Context: an optimization exercise on an open-source flow, tuned for a short achievable clock period and few clock cycles per item. The choices shown serve that exercise and are no tape-out recipe.
Only simulation tests tie the RTL to the original design; equivalence was not proved.
In every run shown here, the design's own scripts or RTL, not TritonCTS, make the clock network.
The clock input has no modelled driver; a real chip could not lean on it and would need a root buffer or a full tree.
No activity file was given, so power comes from the tool's default toggle rates.

### design.v
module flashcart (
    input  wire        clk,
    input  wire        rst,           
    input  wire        req_valid,
    output wire        req_ready,
    input  wire        req_ev,        
    input  wire [2:0]  req_code,      
    input  wire [1:0]  req_win,       
    input  wire        req_we,        
    input  wire [12:0] req_off,
    input  wire [7:0]  req_data,
    input  wire        cfg_fj,        
    input  wire        cfg_bj,
    input  wire        cfg_cp,
    output reg         rsp_valid,
    output reg  [7:0]  rsp_data,
    output reg         rsp_ok,        
    output reg         rsp_fwd,       
    output reg         rsp_map,       
    output reg  [1:0]  rsp_ge,
    output reg  [3:0]  rsp_bank,
    output reg  [3:0]  rsp_flags,     
    output reg         rsp_bsel,      
    output reg         rsp_cpchg,     
    output reg         fl_en,
    output reg         fl_we,
    output reg  [16:0] fl_addr,
    output reg  [7:0]  fl_wdata,
    input  wire [7:0]  fl_rdata,
    output reg         ram_en,
    output reg         ram_we,
    output reg  [14:0] ram_addr,
    output reg  [7:0]  ram_wdata,
    input  wire [7:0]  ram_rdata
);
    localparam RD = 0, U1 = 1, U2 = 2, AS = 3, PG = 4, PE = 5, ES = 6,
               EU1 = 7, EU2 = 8;
    reg        ready_r;       
    assign req_ready = ready_r;
    reg        q_v, q_ev, q_we;
    reg [2:0]  q_code;
    reg [1:0]  q_win;
    reg [12:0] q_off;
    reg [7:0]  q_data;
    reg        q_fj, q_bj, q_cp;
    reg        q_o1555, q_o0AAA;      
    reg        q_dAA, q_d55, q_d90, q_dA0, q_d80, q_d10, q_d30, q_dF0;
    reg        a_v;
    reg        a_attach, a_reset, a_frz, a_fb, a_fa, a_det;
    reg        a_regrd, a_r0w, a_r1w, a_r0w_off;
    reg        a_io1_rd, a_io1_wr;        
    reg        a_io1cp_rd, a_io1cp_wr;    
    reg        a_io2_rd, a_io2_wr;
    reg        a_rom_rd, a_roml_wr;
    reg        a_u1AA, a_u1d90, a_u1dA0, a_u1d80, a_u1d10, a_u2d55;
    reg        a_dF0, a_d30;
    reg        a_le2;
    reg        a_rom;
    reg [7:0]  a_ident;
    reg [7:0]  a_data;
    reg [12:0] a_off13;       
    reg        a_fj, a_bj, a_cp;
    reg        att, fj, bj, cp_dev;
    reg        active;
    reg [3:0]  bank;
    reg        allow_bank, no_freeze, reu_mapping;
    reg        write_once_locked, clockport_enabled, export_ram;
    reg [8:0]  fst;
    reg [7:0]  fpd;
    reg        ftoggle;
    reg [3:0]  fbank;         
    reg        bk_u1, bk_u2;  
    reg        s_reg;         
    reg        s_io1, s_io2;  
    reg        s_io1cp;       
    reg        eng_en;        
    reg        frz_ok;        
    reg        fb_ok;         
    reg        r1w_ok;        
    reg        pg1, pg2;      
    reg [16:0] pg_addr;
    reg [7:0]  pg_d;
    reg        ers;           
    reg [16:0] er_addr;
    reg        er_chip;
    wire q_memwr = q_v && !q_ev && q_we &&
                   (q_win != 2'd3) && !(q_win == 2'd0 && q_off[7:1] == 7'd0);
    wire cand = q_memwr &&
                (fst[PG] || fst[EU2] ||
                 (fst[U2] && a_u1dA0 && bk_u1) ||
                 (fst[EU1] && a_u2d55 && bk_u2));
    wire eng    = (a_io1cp_rd || a_io1cp_wr) && eng_en;
    wire memrd  = (a_io1_rd && s_io1) || (a_io1cp_rd && s_io1cp) ||
                  (a_io2_rd && s_io2) || (a_rom_rd && att);
    wire memwr  = (a_io1_wr && s_io1) || (a_io1cp_wr && s_io1cp) ||
                  (a_io2_wr && s_io2) || (a_roml_wr && att);
    wire ram_wr = memwr && export_ram;
    wire fstore = memwr && fj && !export_ram;
    wire regrd  = a_regrd && s_reg;
    wire r0w    = a_r0w && s_reg;
    wire r1wf   = a_r1w && s_reg && fj;
    wire r1wn   = a_r1w && s_reg && !fj && !write_once_locked;
    wire r1w    = a_r1w && s_reg && r1w_ok;
    wire bw     = s_reg && (a_r0w || (a_r1w && r1w_ok));
    wire ev_attach = a_attach && !att;
    wire ev_reset  = a_reset && att;
    wire ev_freeze = (a_frz && frz_ok) || (a_fb && fb_ok);
    wire ev_init   = ev_attach || ev_reset;
    wire u1AA  = a_u1AA && bk_u1;
    wire u2d55 = a_u2d55 && bk_u2;
    wire [8:0] f_next;
    assign f_next[U1]  = (fst[RD] || fst[AS]) && u1AA;
    assign f_next[U2]  = fst[U1] && u2d55;
    assign f_next[AS]  = (fst[U2] && a_u1d90 && bk_u1) ||
                         (fst[AS] && !u1AA && !a_dF0);
    assign f_next[PG]  = fst[U2] && a_u1dA0 && bk_u1;
    assign f_next[PE]  = fst[PE] && !a_dF0;
    assign f_next[ES]  = fst[U2] && a_u1d80 && bk_u1;
    assign f_next[EU1] = fst[ES] && u1AA;
    assign f_next[EU2] = fst[EU1] && u2d55;
    assign f_next[RD]  = ~|f_next[EU2:U1];
    wire f_chip    = a_u1d10 && bk_u1;
    wire pgm_start = fstore && fst[PG];
    wire er_start  = fstore && fst[EU2] && (f_chip || a_d30);
    wire pg_ok   = (fl_rdata & pg_d) == pg_d;
    wire er_last = (er_addr[13:0] == 14'h3FFF) &&
                   (!er_chip || er_addr[16:14] == 3'b111);
    wire [2:0] v_bank = {a_data[7], a_data[4], a_data[3]};
    wire n_att = ev_attach ? 1'b1 : a_det ? 1'b0 : att;
    wire n_fj  = ev_attach ? a_fj : fj;
    wire n_bj  = ev_attach ? a_bj : bj;
    wire n_cp  = ev_attach ? a_cp : cp_dev;
    wire n_active = (ev_init || ev_freeze) ? 1'b1 :
                    (r0w && a_data[2]) ? 1'b0 : active;
    wire [3:0] n_bank = ev_attach ? 4'd0 :
                        bw ? {r1wf && bj && !a_data[5], v_bank} : bank;
    wire n_ab  = ev_attach ? 1'b0 : r1w ? a_data[1] : allow_bank;
    wire n_nf  = ev_attach ? 1'b0 : r1w ? a_data[2] : no_freeze;
    wire n_reu = ev_attach ? 1'b0 : r1wf ? 1'b0 : r1wn ? a_data[6] : reu_mapping;
    wire n_wol = ev_init ? 1'b0 : r1wn ? 1'b1 : write_once_locked;
    wire n_cpe = ev_attach ? 1'b0 : r1wn ? a_data[0] : clockport_enabled;
    wire n_xr  = ev_init ? 1'b0 : ev_freeze ? 1'b1 : r0w ? a_data[5] : export_ram;
    wire [8:0] n_fst = ev_init ? 9'd1 :
                       pg2 ? (pg_ok ? 9'd1 : (9'd1 << PE)) :
                       fstore ? f_next :
                       fst;
    reg        c_v, c_attach, c_reset, c_freeze, c_fa, c_r0w, c_r1wf, c_r1wn;
    reg        c_regrd, c_fwd, c_mrd, c_xr, c_ident, c_status, c_rom;
    reg [3:0]  c_bank;
    reg [7:0]  c_statusb, c_data, c_ident_d;
    reg        c_fj, c_bj, c_cpe, c_nf, c_att, c_fpd7, c_ftog, c_afj;
    reg        r2_v, r2_srcf, r2_srcr, r2_ok, r2_fwd, r2_map, r2_bsel, r2_cpchg;
    reg [7:0]  r2_d;
    reg [1:0]  r2_ge;
    reg [3:0]  r2_bank, r2_flags;
    wire [2:0] c_vb = {c_data[7], c_data[4], c_data[3]};
    wire       c_fl = c_mrd && !c_xr;
    always @(posedge clk) begin
        if (ready_r) begin
            q_v     <= req_valid;
            q_ev    <= req_ev;
            q_we    <= req_we;
            q_code  <= req_code;
            q_win   <= req_win;
            q_off   <= req_off;
            q_data  <= req_data;
            q_fj    <= cfg_fj;
            q_bj    <= cfg_bj;
            q_cp    <= cfg_cp;
            q_o1555 <= (req_off == 13'h1555);
            q_o0AAA <= (req_off == 13'h0AAA);
            q_dAA   <= (req_data == 8'hAA);
            q_d55   <= (req_data == 8'h55);
            q_d90   <= (req_data == 8'h90);
            q_dA0   <= (req_data == 8'hA0);
            q_d80   <= (req_data == 8'h80);
            q_d10   <= (req_data == 8'h10);
            q_d30   <= (req_data == 8'h30);
            q_dF0   <= (req_data == 8'hF0);
        end
        begin : decode
            reg bus, io1, reg01, cp2f;
            bus   = ready_r && q_v && !q_ev;
            io1   = (q_win == 2'd0);
            reg01 = (q_off[7:1] == 7'd0);
            cp2f  = (q_off[7:4] == 4'd0) && !reg01;
            a_v        <= ready_r && q_v;
            a_attach   <= ready_r && q_v && q_ev && (q_code == 3'd0);
            a_reset    <= ready_r && q_v && q_ev && (q_code == 3'd1);
            a_frz      <= ready_r && q_v && q_ev && (q_code == 3'd2);
            a_fb       <= ready_r && q_v && q_ev && (q_code == 3'd3);
            a_fa       <= ready_r && q_v && q_ev && (q_code == 3'd4);
            a_det      <= ready_r && q_v && q_ev && (q_code == 3'd5);
            a_regrd    <= bus && io1 && reg01 && !q_we;
            a_r0w      <= bus && io1 && reg01 && q_we && !q_off[0];
            a_r1w      <= bus && io1 && reg01 && q_we && q_off[0];
            a_io1_rd   <= bus && io1 && !reg01 && !cp2f && !q_we;
            a_io1_wr   <= bus && io1 && !reg01 && !cp2f && q_we;
            a_io1cp_rd <= bus && io1 && cp2f && !q_we;
            a_io1cp_wr <= bus && io1 && cp2f && q_we;
            a_io2_rd   <= bus && (q_win == 2'd1) && !q_we;
            a_io2_wr   <= bus && (q_win == 2'd1) && q_we;
            a_rom_rd   <= bus && q_win[1] && !q_we;
            a_roml_wr  <= bus && (q_win == 2'd2) && q_we;
            a_u1AA     <= q_win[1] && q_o1555 && q_dAA;
            a_u1d90    <= q_win[1] && q_o1555 && q_d90;
            a_u1dA0    <= q_win[1] && q_o1555 && q_dA0;
            a_u1d80    <= q_win[1] && q_o1555 && q_d80;
            a_u1d10    <= q_win[1] && q_o1555 && q_d10;
            a_u2d55    <= q_win[1] && q_o0AAA && q_d55;
            a_dF0      <= q_dF0;
            a_d30      <= q_d30;
            a_le2      <= (q_off[7:2] == 6'd0) && !(q_off[1] && q_off[0]);
            a_rom      <= q_win[1];
            a_ident    <= (q_off[1:0] == 2'd0) ? 8'h01 :
                          (q_off[1:0] == 2'd1) ? 8'h20 : 8'h00;
            a_data     <= q_data;
            a_off13    <= q_win[1] ? q_off : {4'hF, q_win[0], q_off[7:0]};
            a_fj       <= q_fj;
            a_bj       <= q_bj;
            a_cp       <= q_cp;
        end
        att               <= n_att;
        fj                <= n_fj;
        bj                <= n_bj;
        cp_dev            <= n_cp;
        active            <= n_active;
        bank              <= n_bank;
        allow_bank        <= n_ab;
        no_freeze         <= n_nf;
        reu_mapping       <= n_reu;
        write_once_locked <= n_wol;
        clockport_enabled <= n_cpe;
        export_ram        <= n_xr;
        fst               <= n_fst;
        fbank             <= {n_bank[3] ^ ~n_bj, n_bank[2:0]};
        bk_u1             <= (n_bank[1:0] == 2'b10);
        bk_u2             <= (n_bank[1:0] == 2'b01);
        s_reg             <= n_att && n_active;
        s_io1             <= n_att && n_active && n_reu;
        s_io2             <= n_att && n_active && !n_reu;
        s_io1cp           <= n_att && n_active && n_reu && !(n_cpe && n_cp);
        eng_en            <= n_att && n_cpe && n_cp;
        frz_ok            <= n_att && !n_fj;
        fb_ok             <= n_att && !n_fj && !n_nf;
        r1w_ok            <= n_fj || !n_wol;
        if (ev_init) begin
            ftoggle <= 1'b0;
            fpd     <= 8'd0;
        end else if (pg2 && !pg_ok) begin
            ftoggle <= 1'b0;
            fpd     <= pg_d;
        end else if (memrd && !export_ram && fst[PE]) begin
            ftoggle <= ~ftoggle;
        end
        ready_r <= !((ready_r && cand) || pgm_start || er_start || (ers && !er_last));
        pg1     <= pgm_start;
        pg2     <= pg1;
        pg_addr <= fl_addr;
        pg_d    <= ram_wdata;
        if (ers) begin
            er_addr <= er_addr + 17'd1;
        end else begin
            er_addr <= {f_chip ? 3'd0 : fbank[3:1], 14'd0};
            er_chip <= f_chip;
        end
        ers <= er_start || (ers && !er_last);
        fl_en     <= a_v || pg2 || ers;
        fl_we     <= pg2 || ers;
        fl_addr   <= pg2 ? pg_addr : ers ? er_addr : {fbank, a_off13};
        fl_wdata  <= pg2 ? (fl_rdata & pg_d) : 8'hFF;
        ram_en    <= a_v;
        ram_we    <= ram_wr;
        ram_addr  <= {(a_rom || allow_bank) ? bank[1:0] : 2'b00, a_off13};
        ram_wdata <= a_data;
        c_v       <= (a_v && !pgm_start && !er_start) || pg1 || (ers && er_last);
        c_attach  <= ev_attach;
        c_reset   <= ev_reset;
        c_freeze  <= ev_freeze;
        c_fa      <= a_fa;
        c_r0w     <= r0w;
        c_r1wf    <= r1wf;
        c_r1wn    <= r1wn;
        c_regrd   <= regrd;
        c_fwd     <= eng;
        c_mrd     <= memrd;
        c_xr      <= export_ram;
        c_ident   <= fst[AS] && a_le2;
        c_status  <= fst[PE];
        c_rom     <= a_rom;
        c_bank    <= bank;
        c_statusb <= {bank[2], reu_mapping, bank[3], bank[1:0], 1'b0, allow_bank, fj};
        c_data    <= a_data;
        c_ident_d <= a_ident;
        c_fj      <= fj;
        c_bj      <= bj;
        c_cpe     <= clockport_enabled;
        c_nf      <= no_freeze;
        c_att     <= att;
        c_fpd7    <= fpd[7];
        c_ftog    <= ftoggle;
        c_afj     <= a_fj;
        r2_v     <= c_v;
        r2_map   <= c_attach || c_reset || c_freeze || c_r0w;
        r2_ge    <= c_attach ? (c_afj ? 2'b10 : 2'b00) :
                    c_reset  ? (c_fj ? 2'b10 : 2'b00) :
                    c_freeze ? 2'b11 :
                    ((c_fj && c_data[0]) ? 2'b00 : c_data[1:0]);
        r2_bank  <= (c_attach || c_freeze) ? 4'd0 :
                    c_reset ? c_bank :
                    {c_r1wf && c_bj && !c_data[5], c_vb};
        r2_flags <= (c_attach || c_reset) ? 4'b0010 :
                    c_freeze ? 4'b1010 :
                    {c_data[5], c_data[6], 2'b01};
        r2_bsel  <= c_r1wf;
        r2_cpchg <= c_r1wn && (c_cpe != c_data[0]);
        r2_fwd   <= c_fwd;
        r2_ok    <= c_regrd || (c_mrd && !c_rom);
        r2_d     <= c_fa ? {7'd0, !c_att || !c_nf} :
                    c_regrd ? c_statusb :
                    (c_fl && c_ident) ? c_ident_d :
                    (c_fl && c_status) ? {~c_fpd7, c_ftog, 1'b1, 5'd0} :
                    8'h00;
        r2_srcf  <= c_fl && !c_ident && !c_status;
        r2_srcr  <= c_mrd && c_xr;
        rsp_valid <= r2_v;
        rsp_data  <= r2_srcf ? fl_rdata : r2_srcr ? ram_rdata : r2_d;
        rsp_ok    <= r2_ok;
        rsp_fwd   <= r2_fwd;
        rsp_map   <= r2_map;
        rsp_ge    <= r2_ge;
        rsp_bank  <= r2_bank;
        rsp_flags <= r2_flags;
        rsp_bsel  <= r2_bsel;
        rsp_cpchg <= r2_cpchg;
        if (rst) begin
            ready_r           <= 1'b1;
            q_v               <= 1'b0;
            a_v               <= 1'b0;
            a_attach          <= 1'b0;
            a_reset           <= 1'b0;
            a_frz             <= 1'b0;
            a_fb              <= 1'b0;
            a_fa              <= 1'b0;
            a_det             <= 1'b0;
            a_regrd           <= 1'b0;
            a_r0w             <= 1'b0;
            a_r1w             <= 1'b0;
            a_io1_rd          <= 1'b0;
            a_io1_wr          <= 1'b0;
            a_io1cp_rd        <= 1'b0;
            a_io1cp_wr        <= 1'b0;
            a_io2_rd          <= 1'b0;
            a_io2_wr          <= 1'b0;
            a_rom_rd          <= 1'b0;
            a_roml_wr         <= 1'b0;
            pg1               <= 1'b0;
            pg2               <= 1'b0;
            ers               <= 1'b0;
            fl_en             <= 1'b0;
            fl_we             <= 1'b0;
            ram_en            <= 1'b0;
            ram_we            <= 1'b0;
            c_v               <= 1'b0;
            r2_v              <= 1'b0;
            rsp_valid         <= 1'b0;
            att               <= 1'b0;
            fj                <= 1'b0;
            bj                <= 1'b0;
            cp_dev            <= 1'b0;
            active            <= 1'b0;
            bank              <= 4'd0;
            allow_bank        <= 1'b0;
            no_freeze         <= 1'b0;
            reu_mapping       <= 1'b0;
            write_once_locked <= 1'b0;
            clockport_enabled <= 1'b0;
            export_ram        <= 1'b0;
            fst               <= 9'd1;
            fpd               <= 8'd0;
            ftoggle           <= 1'b0;
            fbank             <= 4'd8;
            bk_u1             <= 1'b0;
            bk_u2             <= 1'b0;
            s_reg             <= 1'b0;
            s_io1             <= 1'b0;
            s_io2             <= 1'b0;
            s_io1cp           <= 1'b0;
            eng_en            <= 1'b0;
            frz_ok            <= 1'b0;
            fb_ok             <= 1'b0;
            r1w_ok            <= 1'b1;
        end
    end
endmodule
### flow/run.sh
#!/bin/bash
# The standard layout, except that the clock tree is built by flow/cts_pre.tcl
# (a two-level tree of clkbuf_16) instead of TritonCTS's three-level one.
set -euo pipefail
here=$(pwd)
export PRE_CTS_TCL=$here/flow/cts_pre.tcl
bash standard.sh finish > $here/flow_standard.log 2>&1
### flow/cts_pre.tcl
# Sourced by ORFS's cts.tcl before clock_tree_synthesis (PRE_CTS_TCL): build a
# shallow clock tree by hand (the clock port drives 4 root buffers, each root
# drives 4 leaf buffers, each leaf a compact cluster of registers), and make
# the clock_tree_synthesis call that follows only switch to propagated clocks.
source [file join [file dirname [info script]] mantree.tcl]
mt_build clk 4 4 sky130_fd_sc_hd__clkbuf_16
rename clock_tree_synthesis orfs_clock_tree_synthesis
proc clock_tree_synthesis {args} {
  set_propagated_clock [all_clocks]
}
### flow/mantree.tcl
# Manual clock tree: the clock port drives N1 root buffers (one per region of
# the registers); with N2 > 1 each root buffer drives N2 leaf buffers, each
# feeding a compact cluster of registers.
proc mt_bisect {items n} {
  # items: list of {x y name}; split into n groups (n a power of 2) by
  # alternately halving along the longer spread
  if {$n <= 1 || [llength $items] <= 1} { return [list $items] }
  set xs [lmap i $items {lindex $i 0}]
  set ys [lmap i $items {lindex $i 1}]
  set dx [expr {[tcl::mathfunc::max {*}$xs] - [tcl::mathfunc::min {*}$xs]}]
  set dy [expr {[tcl::mathfunc::max {*}$ys] - [tcl::mathfunc::min {*}$ys]}]
  set k [expr {$dx >= $dy ? 0 : 1}]
  set s [lsort -real -index $k $items]
  set h [expr {[llength $s] / 2}]
  set a [lrange $s 0 [expr {$h - 1}]]
  set b [lrange $s $h end]
  return [concat [mt_bisect $a [expr {$n / 2}]] [mt_bisect $b [expr {$n / 2}]]]
}
proc mt_centroid {items} {
  set sx 0; set sy 0
  foreach i $items { set sx [expr {$sx + [lindex $i 0]}]; set sy [expr {$sy + [lindex $i 1]}] }
  set n [llength $items]
  return [list [expr {int($sx / $n)}] [expr {int($sy / $n)}]]
}
proc mt_place {name xy} {
  set inst [[ord::get_db_block] findInst $name]
  $inst setLocation [lindex $xy 0] [lindex $xy 1]
  $inst setPlacementStatus PLACED
}
proc mt_buf {name master innet} {
  # a buffer driven by innet, driving a new net; returns that net
  set block [ord::get_db_block]
  set inst [odb::dbInst_create $block $master $name]
  set net [odb::dbNet_create $block ${name}_net]
  $net setSigType CLOCK
  [$inst findITerm A] connect $innet
  [$inst findITerm X] connect $net
  return $net
}
proc mt_move {items net} {
  foreach i $items {
    set it [lindex $i 2]
    $it disconnect
    $it connect $net
  }
}
proc mt_build {clkport n1 n2 bufcell} {
  set block [ord::get_db_block]
  set master [[ord::get_db] findMaster $bufcell]
  set clknet [$block findNet $clkport]
  set items {}
  foreach it [$clknet getITerms] {
    set inst [$it getInst]
    set loc [$inst getLocation]
    lappend items [list [lindex $loc 0] [lindex $loc 1] $it]
  }
  set r 0
  foreach grp [mt_bisect $items $n1] {
    set rb "ctsroot_$r"
    set rnet [mt_buf $rb $master $clknet]
    mt_place $rb [mt_centroid $grp]
    if {$n2 <= 1} {
      mt_move $grp $rnet
    } else {
      set l 0
      foreach sub [mt_bisect $grp $n2] {
        set lb "ctsleaf_${r}_$l"
        set lnet [mt_buf $lb $master $rnet]
        mt_place $lb [mt_centroid $sub]
        mt_move $sub $lnet
        incr l
      }
    }
    incr r
  }
}
### standard.sh
#!/bin/bash
# synth_recipe.tcl (not shown) runs the flow's synth.tcl, then flattens the netlist and writes it again
# the make line also repeats each setting of config.mk as NAME=value (left out here)
make -C /OpenROAD-flow-scripts/flow DESIGN_CONFIG=/design/flow/config.mk WORK_HOME=/design/flow/orfs CLKGATE_MAP_FILE= SYNTH_SCRIPT=/design/flow/synth_recipe.tcl "${@:-finish}"
### config.mk
export PLATFORM = sky130hd
export DESIGN_NAME = flashcart
export DESIGN_NICKNAME = flashcart
export VERILOG_FILES = /design/flow/design.v
export SDC_FILE = /design/flow/constraint.sdc
export NUM_CORES = 4
export LEC_CHECK = 0
export ABC_CLOCK_PERIOD_IN_PS = 1000
export CAP_MARGIN = 20
export CORE_MARGIN = 2
export CORE_UTILIZATION = 40
export SETUP_SLACK_MARGIN = 3.6
export SLEW_MARGIN = 20
### constraint.sdc
create_clock -name core_clock -period 5.0 [get_ports {clk}]
set_input_delay 1.0000 -clock core_clock [delete_from_list [all_inputs] [get_ports {clk}]]
set_output_delay 1.0000 -clock core_clock [all_outputs]
set_load 0.01 [all_outputs]
==> flow_metrics.tcl, run 1 <==
set metrics [dict create \
    slowest_stage "dfxtp_4" \
    rows 56 \
    pin_count 127 \
    drv_cap 0 \
    yosys-top-cells-area "dfxtp_1 58%, edfxtp_1 13%, mux2i_1 3.8%, nand2_1 3.7%, nor2_1 2.1%" \
    insertion_delay_ps 310 \
    report.final.slew_viol_count 0 \
    crit_path_start_kind "flop" \
    drive_above_1_share 0.3670 \
    arrival_ps 780 \
    power_frac_seq 0.620 \
    synth-seq-cells 312 \
    p_leak_nw 4.981 \
    yosysWarnings 1 \
    clock_skew_ps 16.47 \
    portBuffers 126 \
    routabilityCongestion 0.8165 \
    synth-seq-area-share 0.7100 \
    viasPerCell 4.659 \
    clkTransAtPathRegs_ps 80 \
    status "timing/DRC/antenna clean" \
    fp.coreArea_um2 23260 \
    post_dp_cell_area_um2 11140 \
    dieArea_um2 24710 \
    crit_fanout 2 \
    nFillCells 1992 \
    synth_async_sr_flop_share 0 \
    min_period_over_period 0.3568 \
    stdcell_count 1289 \
    ys_top_cells_by_count "270 x dfxtp_1, 92 x nand2_1, 52 x nor2_1" \
    finalSetupTns_ps 0 \
    final-hold-violation-count 0 \
    ant_nets 0 \
    nNetsFinal 1023 \
    antenna_found_initial 0 \
    syn_avg_cell_area_um2 11.91 \
    design_area_um2 12710 \
    cp_top_family "flip-flops" \
    first_global_vias 5755 \
    grt.total_usage 0.1597 \
    firstDrtPassIters 4 \
    die_w_um 157.2 \
    synth_edf_count 42 \
    reg2regPathDepth 5 \
    syn_nets 839 \
    p_comb_frac 0.043 \
    ir_drop_uv 170.7 \
    setup_viol 0 \
    powerDensity_nw_per_um2 334.0 \
    cp-end-kind "output pin" \
    areaGrowthSynthToFinish_pct 35.37 \
    syn_area_um2 9389 \
    p_clk_frac 0.337 \
    path_cells "buf_6" \
    post-route-drc-count 0 \
    maxSlewHeadroom 0.5891 \
    max_slew.worst_pin.slew_ps 609.8 \
    synth.most_common_cell "dfxtp_1" \
    wl_per_cell_um 16.08 \
    drtIter0Drc 398 \
    yosys.area.top_type_share 0.5757 \
    swShare 0.1963 \
    netlist_instances 788 \
    post-dp-hpwl_um 13890 \
    min_period_ps 1784 \
    grt_pass1_wl_um 31470 \
    vias 6006 \
    holdPathStages 0 \
    power.switching_w 0.0008335 \
    cp.depth 1 \
    max_clock_freq_mhz 560.6 \
    postCtsHoldBufs 0 \
    diodes 0 \
    initial_core_util 0.4036 \
    min_path_type "reg -> reg" \
    synthDistinctLibCells 57 \
    postLayoutCoreUtil 0.5464 \
    synth_area_leader_cell "dfxtp_1" \
    crit_buf_inv 1 \
    die_y_um 157.2 \
    required_ps 4000 \
    synthFlopType "dfxtp_1" \
    grt_overflow 0 \
    reg.largest.list "er_addr (17), fl_addr (17), pg_addr (17)" \
    rsz0062_at_grt "yes" \
    dp.cells 1214 \
    cpPeakStageDelay_ps 370 \
    drt_wl_total_um 20720 \
    internal_power_w 0.003412 \
    grt_max_degree 26 \
    path_class "reg -> out" \
]
==> repair_timing <==
action                                  CTS  global route
endpoints found under the setup margin  205           146
cloned                                    0             1
pin swaps                                35            31
resized for setup                       627            94
setup buffers                            40            14
==> metal layers <==
layer	part of all wire	up-vias	track usage	routed length [um]
li1	-	3048	-	-
met1	0.48	2781	0.2283	9975
met2	0.45	149	0.2641	9364
met3	0.044	28	0.01817	907
met4	0.023	0	0.03030	474
met5	0	-	0	0
==> power by group through the flow <==
stage                     logic [W]  clock network [W]  registers [W]
after global routing       0.000195            0.00156        0.00264
after detailed placement   0.000138                  0        0.00269
after global placement     0.000138                  0        0.00269
after floorplan           0.0000346                  0        0.00268
after CTS                  0.000170            0.00146        0.00264
final                      0.000182            0.00143        0.00263
==> through the flow <==
stage,hold slack [ps],worst slack [ps],power [W]
global placement,310.1,1889,0.002830
floorplan,309.6,3053,0.002719
global route,332.5,3191,0.004398
CTS,329.2,3205,0.004266
finish,327.4,3216,0.004245
detailed placement,312.1,1883,0.002832
==> cells in the final DEF (no fill, tap or decap), types with 4 or more instances in the layout <==
master and instances:
and2_4 4, buf_4 42, dlygate4sd2_1 10, inv_1 21, nor4_4 4, nand2_1 84, buf_8 6, dfxtp_4 13
buf_6 69, buf_2 34, o21a_1 7, a21oi_2 10, nor2b_1 6, clkbuf_16 20, xor2_1 12, nor3_2 9
nand4b_1 4, a22oi_1 4, mux2i_1 34, and3_1 10, nor3_1 11, and2_1 12, nor4b_4 4, dfxtp_2 54
nor3b_2 5, clkdlybuf4s50_1 11, nand2_2 6, edfxtp_1 42, dfxtp_1 203, nand2b_1 8, o21ai_1 12, o21ai_0 24
nand3_1 11, nand3_2 5, nand4_1 8, nor2_4 8, nor2_1 41, a21oi_1 13
==> path summary, 6_finish.rpt <==
| path | start | to | slack [ps] |
|---|---|---|---|
| setup / recovery | ready_r | req_ready | 3220 |
| hold / removal | r2_bank[3] | rsp_bank[3] | 330 |
| setup reg to reg | q_off[4] | ready_r | 3310 |
| hold reg to reg | r2_bank[3] | rsp_bank[3] | 330 |
==> kinds of logic after synthesis <==
group,count (synthesis),share of synthesized area
adders and majority gates,1,0.001332
and+or+nand+nor,281,0.1539
buffers and inverters,47,0.01906
AOI/OAI and AO/OA,95,0.06210
xor gates and xnor gates,15,0.01399
DFF,312,0.7100
muxes,37,0.03958
==> cell type report <==
cell class              instances  area (um^2)  area share
flip-flops and latches        312         6783      0.5337
repair buffers                182         1687      0.1327
plain buffers                  20        500.5     0.03938
multi-input cells             430         3234      0.2545
well taps                     319        399.1     0.03140
inverters                      26        106.4    0.008368
Testbench counts, summed over its fixed seeds: cycles 20,321, items 20,047.
==> run 2: changes to the inputs <==
--- a/design.v
+++ b/design.v
@@ -37,3 +37,5 @@
                EU1 = 7, EU2 = 8;
+    reg        rst_r;
     reg        ready_r;       
+    reg        fh;            
     assign req_ready = ready_r;
@@ -46,3 +48,3 @@
     reg        q_o1555, q_o0AAA;      
-    reg        q_dAA, q_d55, q_d90, q_dA0, q_d80, q_d10, q_d30, q_dF0;
+    reg        q_reg01, q_cp2f;       
     reg        a_v;
@@ -58,3 +60,2 @@
     reg        a_rom;
-    reg [7:0]  a_ident;
     reg [7:0]  a_data;
@@ -80,4 +81,7 @@
     reg        pg1, pg2;      
+    reg        pg3;           
+    reg        pg_okr;
     reg [16:0] pg_addr;
     reg [7:0]  pg_d;
+    reg        e_pe, e_tog, e_rst;
     reg        ers;           
@@ -88,5 +92,3 @@
     wire cand = q_memwr &&
-                (fst[PG] || fst[EU2] ||
-                 (fst[U2] && a_u1dA0 && bk_u1) ||
-                 (fst[EU1] && a_u2d55 && bk_u2));
+                (fst[EU2] || (fst[EU1] && a_u2d55 && bk_u2));
     wire eng    = (a_io1cp_rd || a_io1cp_wr) && eng_en;
@@ -108,2 +110,6 @@
     wire ev_init   = ev_attach || ev_reset;
+    wire       e_sel  = pg3 && !pg_okr;
+    wire [8:0] fst_e  = e_sel ? (e_pe ? (9'd1 << PE) : 9'd1) : fst;
+    wire       ftog_e = e_sel ? e_tog : ftoggle;
+    wire [7:0] fpd_e  = e_sel ? (e_rst ? 8'd0 : pg_d) : fpd;
     wire u1AA  = a_u1AA && bk_u1;
@@ -111,15 +117,15 @@
     wire [8:0] f_next;
-    assign f_next[U1]  = (fst[RD] || fst[AS]) && u1AA;
-    assign f_next[U2]  = fst[U1] && u2d55;
-    assign f_next[AS]  = (fst[U2] && a_u1d90 && bk_u1) ||
-                         (fst[AS] && !u1AA && !a_dF0);
-    assign f_next[PG]  = fst[U2] && a_u1dA0 && bk_u1;
-    assign f_next[PE]  = fst[PE] && !a_dF0;
-    assign f_next[ES]  = fst[U2] && a_u1d80 && bk_u1;
-    assign f_next[EU1] = fst[ES] && u1AA;
-    assign f_next[EU2] = fst[EU1] && u2d55;
+    assign f_next[U1]  = (fst_e[RD] || fst_e[AS]) && u1AA;
+    assign f_next[U2]  = fst_e[U1] && u2d55;
+    assign f_next[AS]  = (fst_e[U2] && a_u1d90 && bk_u1) ||
+                         (fst_e[AS] && !u1AA && !a_dF0);
+    assign f_next[PG]  = fst_e[U2] && a_u1dA0 && bk_u1;
+    assign f_next[PE]  = fst_e[PE] && !a_dF0;
+    assign f_next[ES]  = fst_e[U2] && a_u1d80 && bk_u1;
+    assign f_next[EU1] = fst_e[ES] && u1AA;
+    assign f_next[EU2] = fst_e[EU1] && u2d55;
     assign f_next[RD]  = ~|f_next[EU2:U1];
     wire f_chip    = a_u1d10 && bk_u1;
-    wire pgm_start = fstore && fst[PG];
-    wire er_start  = fstore && fst[EU2] && (f_chip || a_d30);
+    wire pgm_start = fstore && fst_e[PG];
+    wire er_start  = fstore && fst_e[EU2] && (f_chip || a_d30);
     wire pg_ok   = (fl_rdata & pg_d) == pg_d;
@@ -143,11 +149,20 @@
     wire [8:0] n_fst = ev_init ? 9'd1 :
-                       pg2 ? (pg_ok ? 9'd1 : (9'd1 << PE)) :
                        fstore ? f_next :
-                       fst;
+                       fst_e;
     reg        c_v, c_attach, c_reset, c_freeze, c_fa, c_r0w, c_r1wf, c_r1wn;
     reg        c_regrd, c_fwd, c_mrd, c_xr, c_ident, c_status, c_rom;
+    reg        c_pend;        
+    reg        c_pb;          
+    reg        c_same;        
     reg [3:0]  c_bank;
-    reg [7:0]  c_statusb, c_data, c_ident_d;
-    reg        c_fj, c_bj, c_cpe, c_nf, c_att, c_fpd7, c_ftog, c_afj;
+    reg        c_id01, c_id20;    
+    reg        c_fj, c_nf, c_att, c_fpd7, c_ftog, c_afj, c_reu, c_ab;
+    reg [1:0]  c_ge;          
+    reg [2:0]  c_vb;          
+    reg        c_rb3;         
+    reg        c_fl5, c_fl6;  
+    reg        c_cpchg;
     reg        r2_v, r2_srcf, r2_srcr, r2_ok, r2_fwd, r2_map, r2_bsel, r2_cpchg;
+    reg        r2_pb;
+    reg        r2_fix, r2_same;   
     reg [7:0]  r2_d;
@@ -155,6 +170,10 @@
     reg [3:0]  r2_bank, r2_flags;
-    wire [2:0] c_vb = {c_data[7], c_data[4], c_data[3]};
     wire       c_fl = c_mrd && !c_xr;
+    wire       pb_fix = r2_fix && (!pg_okr || r2_same);
+    wire       pb_fl  = r2_srcf && !pb_fix;
+    wire       pb_ram = r2_srcr;
+    wire [7:0] pb_d   = !r2_fix ? r2_d :
+                        !pg_okr ? {~pg_d[7], 1'b0, 1'b1, 5'd0} : pg_d;
     always @(posedge clk) begin
-        if (ready_r) begin
+        if (!fh) begin
             q_v     <= req_valid;
@@ -170,11 +189,5 @@
             q_o1555 <= (req_off == 13'h1555);
+            q_reg01 <= (req_off[7:1] == 7'd0);
+            q_cp2f  <= (req_off[7:4] == 4'd0) && (req_off[3:1] != 3'd0);
             q_o0AAA <= (req_off == 13'h0AAA);
-            q_dAA   <= (req_data == 8'hAA);
-            q_d55   <= (req_data == 8'h55);
-            q_d90   <= (req_data == 8'h90);
-            q_dA0   <= (req_data == 8'hA0);
-            q_d80   <= (req_data == 8'h80);
-            q_d10   <= (req_data == 8'h10);
-            q_d30   <= (req_data == 8'h30);
-            q_dF0   <= (req_data == 8'hF0);
         end
@@ -182,13 +195,13 @@
             reg bus, io1, reg01, cp2f;
-            bus   = ready_r && q_v && !q_ev;
+            bus   = !fh && q_v && !q_ev;
             io1   = (q_win == 2'd0);
-            reg01 = (q_off[7:1] == 7'd0);
-            cp2f  = (q_off[7:4] == 4'd0) && !reg01;
-            a_v        <= ready_r && q_v;
-            a_attach   <= ready_r && q_v && q_ev && (q_code == 3'd0);
-            a_reset    <= ready_r && q_v && q_ev && (q_code == 3'd1);
-            a_frz      <= ready_r && q_v && q_ev && (q_code == 3'd2);
-            a_fb       <= ready_r && q_v && q_ev && (q_code == 3'd3);
-            a_fa       <= ready_r && q_v && q_ev && (q_code == 3'd4);
-            a_det      <= ready_r && q_v && q_ev && (q_code == 3'd5);
+            reg01 = q_reg01;
+            cp2f  = q_cp2f;
+            a_v        <= !fh && q_v;
+            a_attach   <= !fh && q_v && q_ev && (q_code == 3'd0);
+            a_reset    <= !fh && q_v && q_ev && (q_code == 3'd1);
+            a_frz      <= !fh && q_v && q_ev && (q_code == 3'd2);
+            a_fb       <= !fh && q_v && q_ev && (q_code == 3'd3);
+            a_fa       <= !fh && q_v && q_ev && (q_code == 3'd4);
+            a_det      <= !fh && q_v && q_ev && (q_code == 3'd5);
             a_regrd    <= bus && io1 && reg01 && !q_we;
@@ -204,14 +217,12 @@
             a_roml_wr  <= bus && (q_win == 2'd2) && q_we;
-            a_u1AA     <= q_win[1] && q_o1555 && q_dAA;
-            a_u1d90    <= q_win[1] && q_o1555 && q_d90;
-            a_u1dA0    <= q_win[1] && q_o1555 && q_dA0;
-            a_u1d80    <= q_win[1] && q_o1555 && q_d80;
-            a_u1d10    <= q_win[1] && q_o1555 && q_d10;
-            a_u2d55    <= q_win[1] && q_o0AAA && q_d55;
-            a_dF0      <= q_dF0;
-            a_d30      <= q_d30;
+            a_u1AA     <= q_win[1] && q_o1555 && (q_data == 8'hAA);
+            a_u1d90    <= q_win[1] && q_o1555 && (q_data == 8'h90);
+            a_u1dA0    <= q_win[1] && q_o1555 && (q_data == 8'hA0);
+            a_u1d80    <= q_win[1] && q_o1555 && (q_data == 8'h80);
+            a_u1d10    <= q_win[1] && q_o1555 && (q_data == 8'h10);
+            a_u2d55    <= q_win[1] && q_o0AAA && (q_data == 8'h55);
+            a_dF0      <= (q_data == 8'hF0);
+            a_d30      <= (q_data == 8'h30);
             a_le2      <= (q_off[7:2] == 6'd0) && !(q_off[1] && q_off[0]);
             a_rom      <= q_win[1];
-            a_ident    <= (q_off[1:0] == 2'd0) ? 8'h01 :
-                          (q_off[1:0] == 2'd1) ? 8'h20 : 8'h00;
             a_data     <= q_data;
@@ -249,13 +260,21 @@
             fpd     <= 8'd0;
-        end else if (pg2 && !pg_ok) begin
-            ftoggle <= 1'b0;
-            fpd     <= pg_d;
-        end else if (memrd && !export_ram && fst[PE]) begin
-            ftoggle <= ~ftoggle;
+        end else begin
+            ftoggle <= (memrd && !export_ram && fst_e[PE]) ? ~ftog_e : ftog_e;
+            fpd     <= fpd_e;
+        end
+        if (pg1) begin
+            e_pe  <= !ev_init && !(fstore && a_dF0);
+            e_tog <= !ev_init && memrd && !export_ram;
+            e_rst <= ev_init;
         end
-        ready_r <= !((ready_r && cand) || pgm_start || er_start || (ers && !er_last));
+        ready_r <= !((!fh && cand) || pgm_start || er_start || (ers && !er_last));
+        fh      <=   (!fh && cand) || pgm_start || er_start || (ers && !er_last);
         pg1     <= pgm_start;
         pg2     <= pg1;
-        pg_addr <= fl_addr;
-        pg_d    <= ram_wdata;
+        pg3     <= pg2;
+        pg_okr  <= pg_ok;
+        if (!pg1 && !pg2) begin
+            pg_addr <= {fbank, a_off13};
+            pg_d    <= a_data;
+        end
         if (ers) begin
@@ -275,3 +294,6 @@
         ram_wdata <= a_data;
-        c_v       <= (a_v && !pgm_start && !er_start) || pg1 || (ers && er_last);
+        c_v       <= (a_v && !pgm_start && !er_start) || (pg1 && !a_v) || (ers && er_last);
+        c_pend    <= pg1;
+        c_pb      <= pg1 && a_v;
+        c_same    <= ({fbank, a_off13} == pg_addr);
         c_attach  <= ev_attach;
@@ -287,16 +309,21 @@
         c_xr      <= export_ram;
-        c_ident   <= fst[AS] && a_le2;
-        c_status  <= fst[PE];
+        c_ident   <= fst_e[AS] && a_le2;
+        c_status  <= fst_e[PE];
         c_rom     <= a_rom;
         c_bank    <= bank;
-        c_statusb <= {bank[2], reu_mapping, bank[3], bank[1:0], 1'b0, allow_bank, fj};
-        c_data    <= a_data;
-        c_ident_d <= a_ident;
+        c_reu     <= reu_mapping;
+        c_ab      <= allow_bank;
+        c_id01    <= (a_off13[1:0] == 2'd0);
+        c_id20    <= (a_off13[1:0] == 2'd1);
+        c_ge      <= (fj && a_data[0]) ? 2'b00 : a_data[1:0];
+        c_vb      <= bw ? v_bank : 3'd0;
+        c_rb3     <= r1wf && bj && !a_data[5];
+        c_fl5     <= r0w && a_data[5];
+        c_fl6     <= r0w && a_data[6];
+        c_cpchg   <= r1wn && (clockport_enabled != a_data[0]);
         c_fj      <= fj;
-        c_bj      <= bj;
-        c_cpe     <= clockport_enabled;
         c_nf      <= no_freeze;
         c_att     <= att;
-        c_fpd7    <= fpd[7];
-        c_ftog    <= ftoggle;
+        c_fpd7    <= fpd_e[7];
+        c_ftog    <= ftog_e;
         c_afj     <= a_fj;
@@ -307,11 +334,11 @@
                     c_freeze ? 2'b11 :
-                    ((c_fj && c_data[0]) ? 2'b00 : c_data[1:0]);
+                    c_ge;
         r2_bank  <= (c_attach || c_freeze) ? 4'd0 :
                     c_reset ? c_bank :
-                    {c_r1wf && c_bj && !c_data[5], c_vb};
+                    {c_rb3, c_vb};
         r2_flags <= (c_attach || c_reset) ? 4'b0010 :
                     c_freeze ? 4'b1010 :
-                    {c_data[5], c_data[6], 2'b01};
+                    {c_fl5, c_fl6, 2'b01};
         r2_bsel  <= c_r1wf;
-        r2_cpchg <= c_r1wn && (c_cpe != c_data[0]);
+        r2_cpchg <= c_cpchg;
         r2_fwd   <= c_fwd;
@@ -319,4 +346,4 @@
         r2_d     <= c_fa ? {7'd0, !c_att || !c_nf} :
-                    c_regrd ? c_statusb :
-                    (c_fl && c_ident) ? c_ident_d :
+                    c_regrd ? {c_bank[2], c_reu, c_bank[3], c_bank[1:0], 1'b0, c_ab, c_fj} :
+                    (c_fl && c_ident) ? {2'b00, c_id20, 4'b0000, c_id01} :
                     (c_fl && c_status) ? {~c_fpd7, c_ftog, 1'b1, 5'd0} :
@@ -324,8 +351,27 @@
         r2_srcf  <= c_fl && !c_ident && !c_status;
+        r2_fix   <= c_pend && c_fl;
+        r2_same  <= c_same;
         r2_srcr  <= c_mrd && c_xr;
+        r2_pb    <= c_pb;
+        if (r2_pb) begin
+            r2_v     <= r2_v;
+            r2_srcf  <= 1'b0;
+            r2_srcr  <= 1'b0;
+            r2_d     <= pb_fl ? fl_rdata : pb_ram ? ram_rdata : pb_d;
+            r2_ok    <= r2_ok;
+            r2_fwd   <= r2_fwd;
+            r2_map   <= r2_map;
+            r2_bsel  <= r2_bsel;
+            r2_cpchg <= r2_cpchg;
+            r2_ge    <= r2_ge;
+            r2_bank  <= r2_bank;
+            r2_flags <= r2_flags;
+            r2_pb    <= 1'b0;
+            r2_fix   <= 1'b0;
+        end
         rsp_valid <= r2_v;
         rsp_data  <= r2_srcf ? fl_rdata : r2_srcr ? ram_rdata : r2_d;
-        rsp_ok    <= r2_ok;
-        rsp_fwd   <= r2_fwd;
-        rsp_map   <= r2_map;
+        rsp_ok    <= r2_ok && !r2_pb;
+        rsp_fwd   <= r2_fwd && !r2_pb;
+        rsp_map   <= r2_map && !r2_pb;
         rsp_ge    <= r2_ge;
@@ -333,7 +379,13 @@
         rsp_flags <= r2_flags;
-        rsp_bsel  <= r2_bsel;
-        rsp_cpchg <= r2_cpchg;
+        rsp_bsel  <= r2_bsel && !r2_pb;
+        rsp_cpchg <= r2_cpchg && !r2_pb;
+        rst_r <= rst;
         if (rst) begin
-            ready_r           <= 1'b1;
             q_v               <= 1'b0;
+        end
+        if (rst || rst_r) begin
+            ready_r           <= 1'b1;
+            fh                <= 1'b0;
+        end
+        if (rst_r) begin
             a_v               <= 1'b0;
@@ -358,2 +410,3 @@
             pg2               <= 1'b0;
+            pg3               <= 1'b0;
             ers               <= 1'b0;
@@ -365,2 +418,4 @@
             r2_v              <= 1'b0;
+            c_pb              <= 1'b0;
+            r2_pb             <= 1'b0;
             rsp_valid         <= 1'b0;
==> flow/run.sh (replaced) <==
#!/bin/bash
# The standard layout, except that:
# - the clock tree is built by flow/cts_pre.tcl (the clock port drives 4
#   root buffers, each drives 4 leaf buffers) instead of TritonCTS's deeper
#   tree;
# - the slow 4-input OR cells are kept out of the mapping.
set -euo pipefail
here=$(pwd)
export PRE_CTS_TCL=$here/flow/cts_pre.tcl
export DONT_USE_CELLS="sky130_fd_sc_hd__or4_1 sky130_fd_sc_hd__or4_2 sky130_fd_sc_hd__or4_4 sky130_fd_sc_hd__or4b_1 sky130_fd_sc_hd__or4b_2 sky130_fd_sc_hd__or4b_4 sky130_fd_sc_hd__or4bb_1 sky130_fd_sc_hd__or4bb_2 sky130_fd_sc_hd__or4bb_4"
bash standard.sh finish > $here/flow_standard.log 2>&1
--- a/flow/mantree.tcl
+++ b/flow/mantree.tcl
@@ -4,4 +4,4 @@
 proc mt_bisect {items n} {
-  # items: list of {x y name}; split into n groups (n a power of 2) by
-  # alternately halving along the longer spread
+  # items: list of {x y iterm}; split into n groups of near equal size by
+  # cutting along the longer spread
   if {$n <= 1 || [llength $items] <= 1} { return [list $items] }
@@ -13,6 +13,7 @@
   set s [lsort -real -index $k $items]
-  set h [expr {[llength $s] / 2}]
+  set na [expr {$n / 2}]
+  set h [expr {([llength $s] * $na) / $n}]
   set a [lrange $s 0 [expr {$h - 1}]]
   set b [lrange $s $h end]
-  return [concat [mt_bisect $a [expr {$n / 2}]] [mt_bisect $b [expr {$n / 2}]]]
+  return [concat [mt_bisect $a $na] [mt_bisect $b [expr {$n - $na}]]]
 }
==> flow_metrics.tcl, run 2 <==
set metrics [dict create \
    status "timing/DRC/antenna clean" \
    wl_met1_um 11590 \
    crit_buf_inv 1 \
    areaGrowthSynthToFinish_pct 26.65 \
    routabilityCongestion 0.8293 \
    cp_top_family "flip-flops" \
    final-hold-violation-count 0 \
    drt_wl_total_um 24350 \
    drive_above_1_share 0.2816 \
    post-route-drc-count 0 \
    initial_core_util 0.4037 \
    ant_nets 0 \
    nNetsFinal 1122 \
    wl_met2_um 11160 \
    firstDrtPassIters 4 \
    report.final.slew_viol_count 0 \
    rows 60 \
    post-dp-hpwl_um 16820 \
    yosys-top-cells-area "dfxtp_1 44%, edfxtp_1 24%, mux2i_1 4.1%, nand2_1 2.9%, o21ai_0 1.9%" \
    routed-wl-met3_um 1183 \
    post_dp_cell_area_um2 12460 \
    crit_fanout 1 \
    drtIter0Drc 464 \
    max_slew.worst_pin.slew_ps 548.1 \
    syn_nets 957 \
    p_leak_nw 5.272 \
    highest_layer "met4" \
    synth.most_common_cell "dfxtp_1" \
    grt_pass1_wl_um 37080 \
    ir_drop_uv 157.7 \
    grt_overflow 0 \
    finalSetupTns_ps 0 \
    cp-end-kind "output pin" \
    arrival_ps 770 \
    yosysWarnings 1 \
    max_clock_freq_mhz 566.5 \
    yosys.area.top_type_share 0.4397 \
    viasPerCell 4.976 \
    drv_cap 0 \
    grt_max_degree 47 \
    antenna_found_initial 0 \
    insertion_delay_ps 310 \
    grt.total_usage 0.1636 \
    min_path_type "reg -> reg" \
    synth-seq-area-share 0.6818 \
    setup_viol 0 \
    slowest_stage "dfxtp_2" \
    final_cell_mix "178 x dfxtp_1, 87 x edfxtp_1, 80 x nand2_1, 50 x nor2_1, 49 x buf_2" \
    powerDensity_nw_per_um2 323.7 \
    portBuffers 126 \
    postCtsHoldBufs 0 \
    design_area_um2 13670 \
    syn_avg_cell_area_um2 11.91 \
    clkTransAtPathRegs_ps 90 \
    min_period_ps 1765 \
    min_period_over_period 0.3531 \
    pin_count 127 \
    ys_top_cells_by_count "237 x dfxtp_1, 87 x edfxtp_1, 82 x nand2_1" \
    rsz0062_at_grt "yes" \
    cpPeakStageDelay_ps 340 \
    synthFlopType "dfxtp_1" \
    synthDistinctLibCells 65 \
    syn_area_um2 10790 \
    fp.coreArea_um2 26730 \
    path_cells "buf_6" \
    vias 7021 \
    synth_async_sr_flop_share 0 \
    netlist_instances 906 \
    reg.largest.list "er_addr (17), fl_addr (17), pg_addr (17)" \
    wl_per_cell_um 17.26 \
    clock_skew_ps 11.63 \
    path_class "reg -> out" \
    die_y_um 168.2 \
    crit_path_start_kind "flop" \
    synth_edf_count 87 \
    final_common_cell "dfxtp_1" \
    synth_area_leader_cell "dfxtp_1" \
    dieArea_um2 28310 \
    synth-seq-cells 324 \
    maxSlewHeadroom 0.6341 \
    first_global_vias 6599 \
    required_ps 4000 \
    die_w_um 168.2 \
]
==> run 2: what timing repair did <==
action,CTS,global route
buffers inserted,31,11
gates cloned,2,1
setup endpoints to repair,262,134
pin swaps,33,31
resized for setup,504,106
==> run 2: worst paths after layout <==
check | from | endpoint | slack (ps) | cells past startpoint
setup / recovery | ready_r | req_ready | 3230 | 1
hold / removal | c_same | r2_same | 330 | 0
setup reg to reg | er_addr[8] | er_addr[16] | 3440 | 4
hold reg to reg | c_same | r2_same | 330 | 0
==> run 2: final cells by class <==
cell class / instances / area [um^2]
antenna: 1 / 2.502
buffer: 20 / 500.5
fill: 2377 / 13060
inverter: 34 / 137.6
multi-input combinational: 518 / 3593
sequential: 324 / 7463
tap: 341 / 426.7
timing repair buffer: 172 / 1534
timing repair inverter: 1 / 7.507
==> run 2: cell families after synthesis <==
family	after synthesis	share of synthesized area
DFF	324	0.6818
and+or+nand+nor	306	0.1491
AOI/OAI and AO/OA	133	0.07595
buffers and inverters	65	0.02366
muxes	47	0.04395
xor gates and xnor gates	30	0.02435
adders and majority gates	1	0.001159
==> run 2: per-stage QoR <==
stage / total power, W / std cells / worst slack [ps] / hold slack [ps] / utilization
after floorplan: 0.002886 / 906 / 3147 / 309.6 / -
after global placement: 0.003001 / 1345 / 2331 / 314.8 / 0.4664
after detailed placement: 0.003002 / 1345 / 2311 / 314.7 / 0.4664
after CTS: 0.004455 / 1398 / 3207 / 334.4 / 0.4941
after global routing: 0.004578 / 1410 / 3197 / 350.4 / 0.5112
final: 0.004424 / 1411 / 3235 / 333.1 / 0.5113
==> run 2: where the power goes <==
part / internal [W] / switching [W]
sequential: 0.00274 / 0.0000491
combinational: 0.0000883 / 0.0000683
clock: 0.000718 / 0.000764
total: 0.00354 / 0.000882
==> run 2: routing by layer <==
layer | GRT usage | up-vias
li1 | - | 3498
met2 | 0.2664 | 172
met4 | 0.02436 | 0
met5 | 0 | -
met3 | 0.01881 | 30
met1 | 0.2403 | 3321
Testbench counts of run 2, summed over its fixed seeds: cycles 20,204, items 20,047.

-- what the ideal ports hide --
In the flow no input, the clock included, has a driving cell. The finished layouts below were timed again as built, in two steps.
Step 1, drivers: a clkbuf_16 drives clk and a buf_2 each remaining input, both assumed.
Step 2 moves the port delays by t, midway between the first and last clock arrival at a register: inputs arrive t later, outputs are due t later. That takes back most of the time a late clock gives input paths.
Three values: ideal, step 1, step 2; two values: the first two.
| run | t (ns) | setup slack, ns | hold slack, ns | worst register clock-pin slew, ns |
|---|---|---|---|---|
| run 1 | 0.397 | 3.216 / 3.120 / 2.884 | 0.327 / 0.327 / 0.327 | 0.09 / 0.09 |
| run 2 | 0.409 | 3.235 / 3.130 / 2.945 | 0.333 / 0.333 / 0.333 | 0.09 / 0.09 |
After both steps every run listed still meets setup and hold. The setup slack of run 1, which loses most, moves by -0.096 ns with the drivers and by -0.332 ns with both steps.
